Source: an optimization exercise on an open RTL-to-GDS flow (aim: small area and few clock cycles). Production flows keep margins and buffers that such runs may drop. Function was checked by simulation only, so behaviour that the tests miss may differ from the original. Power figures rest on the tool's default switching activity, not on a simulated workload.

==> module frame_rx, before the edit <==
module frame_rx (
    input  wire        clk,
    input  wire        rst,
    input  wire        start,
    input  wire [7:0]  expect_op,
    input  wire        abort,
    input  wire        in_valid,
    input  wire [7:0]  in_data,
    input  wire        in_last,
    output wire        in_ready,
    output reg         pl_valid,
    output wire [7:0]  pl_data,
    output reg         busy,
    output reg         done,
    output reg  [1:0]  err,
    output wire        sync_ok,
    output wire        len_ok,
    output reg  [15:0] plen,
    output reg  [16:0] n,
    output reg  [15:0] crc
);
    reg [7:0]  exp_r;
    reg        op_ok;     
    reg        sync;      
    reg [15:0] len_r;
    reg [7:0]  b1;        
    reg [7:0]  b2;        
    assign in_ready = busy;
    assign pl_data  = b2;
    wire take = in_valid && busy && !abort;
    wire [15:0] crc_next;
    crc16_step u_step (.seed(crc), .data(b2), .next(crc_next));
    wire [16:0] idx = n - (done ? 17'd7 : 17'd6);
    wire        idx_lt = idx < {1'b0, len_r};
    wire        short  = (n < 17'd7);
    assign sync_ok = sync && (n >= 17'd2);
    assign len_ok  = (idx == {1'b0, len_r});
    always @(*) begin
        if (short)                err = 2'd1;
        else if (crc != {b2, b1}) err = 2'd2;
        else if (!op_ok)          err = 2'd3;
        else                      err = 2'd0;
        plen = (err != 2'd0) ? 16'd0 : idx_lt ? idx[15:0] : len_r;
    end
    always @(posedge clk) begin
        if (start && !busy && !abort) begin
            exp_r <= expect_op;
            n     <= 17'd0;
            crc   <= 16'hFFFF;
        end else if (take) begin
            n  <= n + 17'd1;
            b1 <= in_data;
            b2 <= b1;
            if (n >= 17'd4)
                crc <= crc_next;
            if (n == 17'd0) sync  <= (in_data == 8'hAB);
            if (n == 17'd1) sync  <= sync && (in_data == 8'hCD);
            if (n == 17'd2) op_ok <= (in_data == exp_r);
            if (n == 17'd4) len_r <= {b1, in_data};
        end
    end
    always @(posedge clk) begin
        if (rst) begin
            busy     <= 1'b0;
            done     <= 1'b0;
            pl_valid <= 1'b0;
        end else begin
            pl_valid <= take && !in_last && idx_lt;
            if (abort) begin
                busy <= 1'b0;
                done <= 1'b0;
            end else if (start && !busy) begin
                busy <= 1'b1;
                done <= 1'b0;
            end else if (take && in_last) begin
                busy <= 1'b0;
                done <= 1'b1;
            end
        end
    end
endmodule
Settings: LEC_CHECK=0, CAP_MARGIN=20, CORE_MARGIN=2, CORE_UTILIZATION=40, SLEW_MARGIN=20; clock period 5.0 ns.
run.sh (not shown) runs the stock make flow with config.mk's settings and CLKGATE_MAP_FILE= SYNTH_SCRIPT=/design/flow/synth_recipe.tcl, a recipe that flattens the netlist after the stock synthesis.
Testbench counts at the start, summed over its fixed seeds: cycles 114,164.
Next try:
--- a/flow/design.v
+++ b/flow/design.v
@@ -142,14 +142,13 @@
     output wire        len_ok,
     output reg  [15:0] plen,
     output reg  [16:0] n,
     output reg  [15:0] crc
 );
-    reg [7:0]  exp_r;
     reg        op_ok;     
     reg        sync;      
-    reg [15:0] len_r;
+    reg [15:0] len_r;     
     reg [7:0]  b1;        
     reg [7:0]  b2;        
     assign in_ready = busy;
     assign pl_data  = b2;
     wire take = in_valid && busy && !abort;
@@ -167,22 +166,22 @@
         else                      err = 2'd0;
         plen = (err != 2'd0) ? 16'd0 : idx_lt ? idx[15:0] : len_r;
     end
     always @(posedge clk) begin
         if (start && !busy && !abort) begin
-            exp_r <= expect_op;
+            len_r[7:0] <= expect_op;
             n     <= 17'd0;
             crc   <= 16'hFFFF;
         end else if (take) begin
             n  <= n + 17'd1;
             b1 <= in_data;
             b2 <= b1;
             if (n >= 17'd4)
                 crc <= crc_next;
             if (n == 17'd0) sync  <= (in_data == 8'hAB);
             if (n == 17'd1) sync  <= sync && (in_data == 8'hCD);
-            if (n == 17'd2) op_ok <= (in_data == exp_r);
+            if (n == 17'd2) op_ok <= (in_data == len_r[7:0]);
             if (n == 17'd4) len_r <= {b1, in_data};
         end
     end
     always @(posedge clk) begin
         if (rst) begin
After rerunning: This time the run finished but fails on negative setup slack; final area increases by 0.95%; area after synthesis came out lower by 2.7%; sequential power fell by about 2%; die area is lower by 2.6%; combinational power goes up by about 6%; routed wire length rises by 0.68%; hold slack is better by 0.0055 ns; first-iteration DRC count drops by 23%; sequential share of layout area falls by 2.6 points; core utilization climbs by 2.3 points; global-route usage increases by 0.58 points; count of clock-buffer cells in the layout falls by 8; register-to-register slack is worse by 0.58 ns; clock skew goes up by 0.0047 ns.
Testbench counts after the change, summed over its fixed seeds: cycles 114,164.

==> port drivers added, routing unchanged <==
Ports are ideal in the flow. The routed layouts listed here were re-timed in OpenROAD. Step 1 sets driving cells, clkbuf_16 on the clock port and buf_2 on the other inputs (assumed; they add their load-dependent delay and slew). Step 2 also shifts input and output timing later by t, the mid clock arrival at the registers, as if the neighbouring blocks saw the same clock. Slacks: ideal ports / drivers / drivers and shift; pairs: ideal ports / drivers.
run	shift t [ns]	setup slack, ns	worst hold slack (ns)
the first run	0.458	0.182 / 0.138 / 0.596	0.487 / 0.487 / 0.487
the second run	0.456	-0.167 / -0.206 / 0.250	0.493 / 0.493 / 0.493
